Context: an optimization exercise on an open-source flow, tuned for small area, a short achievable clock period and few clock cycles per item. The choices shown serve that exercise and are no tape-out recipe. In this exercise RTL edits were held to simulation tests only and were not proved equivalent to the original. The flow treats the clock pin as an ideal source. Dropping or thinning the clock tree relies on that and would not hold on a real chip. Power is estimated from default activity; no workload was simulated.

v6:
## cnet_req_framer
module cnet_req_framer #(
    parameter FRAME_CAP = 128,
    parameter NAME_CAP  = 16,
    parameter DATA_CAP  = FRAME_CAP - NAME_CAP - 11,
    parameter ADDR_MAX  = NAME_CAP - 3
) (
    input  wire                    clk,
    input  wire                    rst,
    input  wire                    req_valid,
    output wire                    req_ready,
    input  wire [1:0]              req_kind,       
    input  wire [7:0]              req_station,
    input  wire [3:0]              req_dev,        
    input  wire [2:0]              req_size,       
    input  wire [7:0]              req_count,
    input  wire [3:0]              req_addr_len,   
    input  wire [8*ADDR_MAX-1:0]   req_addr,       
    input  wire [6:0]              req_data_len,   
    input  wire [8*DATA_CAP-1:0]   req_data,       
    output wire                    tx_valid,
    input  wire                    tx_ready,
    output wire [7:0]              tx_data,
    output wire                    tx_last
);
For scale: ~1000 flip-flops, roughly 960 I/O pins, roughly 0.033 sq mm of cells after synthesis.
clock: 10.0 ns
lec_check: 0
cap_margin: 20
core_margin: 2
core_utilization: 40
slew_margin: 20
standard.sh (not shown) runs the stock make flow with config.mk's settings and CLKGATE_MAP_FILE= SYNTH_SCRIPT=/design/flow/synth_recipe.tcl, a recipe that flattens the netlist after the stock synthesis.
==> flow/flow/run.sh <==
#!/bin/bash
# The standard ORFS layout (standard.sh, unchanged synthesis), with:
#  - port buffers: plain buf_1 cells (every input and output port still gets
#    one) instead of the delay buffer that buffer_ports picks by default;
#  - clock tree: built by flow/clocktree.tcl (a PRE_CTS hook) as a balanced
#    two-level tree, clock port -> 4 root buffers -> leaf buffers -> flops,
#    in place of TritonCTS; the rest of the CTS step (legalization, timing
#    and hold repair) runs as usual;
#  - timing repair aims at 7.5 ns of setup slack (the SDC is unchanged).
set -euo pipefail
export BUFFER_PORTS_ARGS="-buffer_cell sky130_fd_sc_hd__buf_1"
export PRE_CTS_TCL="$PWD/flow/clocktree.tcl"
export SETUP_SLACK_MARGIN=7.5
bash standard.sh > standard.log 2>&1
Other scripts of this flow, unchanged in this note and not shown: flow/flow/clocktree.tcl
Testbench counts of v6, summed over its fixed seeds: cycles 73,697, items 1,600.
### v6 -> v7
--- a/flow/design.v
+++ b/flow/design.v
@@ -24,21 +24,20 @@
 );
     reg [1:0]            s_kind;
     reg [7:0]            s_station;
     reg [3:0]            s_dev;
     reg [2:0]            s_size;
     reg [7:0]            s_count;
     reg [3:0]            s_alen;
     reg [6:0]            s_dlen;
     reg [8*ADDR_MAX-1:0] r_addr;
     reg [8*DATA_CAP-1:0] r_data;
-    reg                  r_inv;
     reg       ld_en;     
     reg       rot_en;    
     reg       free;      
     reg       start, cnt, fa, fd, eot, act;
     reg [7:0] lo;
     reg [1:0] gh;
     reg [3:0] a_idx;
     reg [6:0] d_idx;
     reg       a_last, d_last;
     reg [3:0] lag_a;
@@ -80,22 +79,22 @@
         7'h18, nl[4],
         4'h3, s_count[3:0],
         4'h3, s_count[7:4],
         b_kind ? 8'h42 : 8'h53,
         8'h53,
         s_kind[0] ? 8'h57 : 8'h52,
         4'h3, s_station[3:0],
         4'h3, s_station[7:4],
         8'h00
     };
-    wire [7:0] tap_a = (b_kind ? r_addr[8*2 +: 8] : r_addr[8*0 +: 8]) ^ {8{r_inv}};
-    wire [7:0] tap_d = r_data[8*(DATA_CAP - 13 - s_alen) +: 8] ^ {8{r_inv}};
+    wire [7:0] tap_a = b_kind ? r_addr[8*2 +: 8] : r_addr[8*0 +: 8];
+    wire [7:0] tap_d = r_data[8*(DATA_CAP - 13 - s_alen) +: 8];
     reg [7:0] f_byte;
     integer g, j;
     always @* begin
         f_byte = (eot   ? 8'h04 : 8'h00) | (start ? 8'h05 : 8'h00) |
                  (fa    ? tap_a : 8'h00) | (fd    ? tap_d : 8'h00);
         for (g = 0; g < 2; g = g + 1)
             for (j = 0; j < 8; j = j + 1)
                 f_byte = f_byte | ({8{gh[g] & lo[j]}} & hdr[8*(8*g+j) +: 8]);
     end
     wire [7:0] c_byte = p_data ? {p_byte[7:4] + 4'h3, p_byte[3:0]} : p_byte;
@@ -187,25 +186,24 @@
         end
     end
     always @(posedge clk) begin
         s_kind    <= ({2{ld_en}} & req_kind)     | ({2{rot_en}} & s_kind);
         s_station <= ({8{ld_en}} & req_station)  | ({8{rot_en}} & s_station);
         s_dev     <= ({4{ld_en}} & req_dev)      | ({4{rot_en}} & s_dev);
         s_size    <= ({3{ld_en}} & req_size)     | ({3{rot_en}} & s_size);
         s_count   <= ({8{ld_en}} & req_count)    | ({8{rot_en}} & s_count);
         s_alen    <= ({4{ld_en}} & req_addr_len) | ({4{rot_en}} & s_alen);
         s_dlen    <= ({7{ld_en}} & req_data_len) | ({7{rot_en}} & s_dlen);
-        r_addr <= ~(({8*ADDR_MAX{ld_en}}  & req_addr) |
-                    ({8*ADDR_MAX{rot_en}} & {r_addr[7:0], r_addr[8*ADDR_MAX-1:8]}));
-        r_data <= ~(({8*DATA_CAP{ld_en}}  & req_data) |
-                    ({8*DATA_CAP{rot_en}} & {r_data[7:0], r_data[8*DATA_CAP-1:8]}));
-        r_inv  <= ld_en || !r_inv;
+        r_addr <= ({8*ADDR_MAX{ld_en}}  & req_addr) |
+                  ({8*ADDR_MAX{rot_en}} & {r_addr[7:0], r_addr[8*ADDR_MAX-1:8]});
+        r_data <= ({8*DATA_CAP{ld_en}}  & req_data) |
+                  ({8*DATA_CAP{rot_en}} & {r_data[7:0], r_data[8*DATA_CAP-1:8]});
         if (adv) begin
             p_byte <= f_byte;
             p_addr <= fa;
             p_data <= fd;
         end
         if (rst) begin
             o_data <= 8'h00;
             o_last <= 1'b0;
         end else if (o_ld) begin
             o_data <= o_src_data;
Results
On area taken by flip-flops and latches, v6 tracks v7 almost exactly.
v7 — complex-gate fraction of the synthesized area 2.8 points higher, v6 as reference
Comparing v7 and v6, the lower headroom to the max-slew limit was measured on v7.
v7 against v6: global-route track usage on met3 went up, met3 layer wire length in the routed design picked up an extra about 14%, clock network power consumption held, fmax roughly the same.
v7 vs. v6: effective utilization at floorplan went up by 0.26 points.
Via count was higher in v7 than in v6.
Min minimum hold slack across v7 and v6: v6
Total nets after synthesis: v6 vs v7, no meaningful difference
Comparing v7 against v6, there is no change at all in final count of pins violating max slew.
Testbench counts of v7, summed over its fixed seeds: cycles 73,697, items 1,600.
In every run of this note, the design's own scripts or RTL, not TritonCTS, make the clock network.

-- separate check: timing with driven ports --
In the flow no input, the clock included, has a driving cell. The finished layouts below were timed again as built, in two steps.
Step 1, drivers: a clkbuf_16 drives clk and a buf_2 each remaining input, both assumed.
Step 2 moves the port delays by t, midway between the first and last clock arrival at a register: inputs arrive t later, outputs are due t later. That takes back most of the time a late clock gives input paths.
Slacks: no drivers / after step 1 / after step 2; pairs: no drivers / after step 1.
run	t (ns)	setup WS [ns]	worst setup path after step 2	clock arrival spread, ns	worst register clock-pin slew, ns
v6	0.589	7.073 / 6.922 / 6.994	input to register	0.044 / 0.043	0.10 / 0.10
v7	0.584	7.078 / 6.927 / 6.775	input to register	0.032 / 0.032	0.10 / 0.10
After both steps setup and hold are still met in every run listed. The setup slack of v7, which loses most, moves by -0.151 ns with the drivers and by -0.303 ns with both steps.
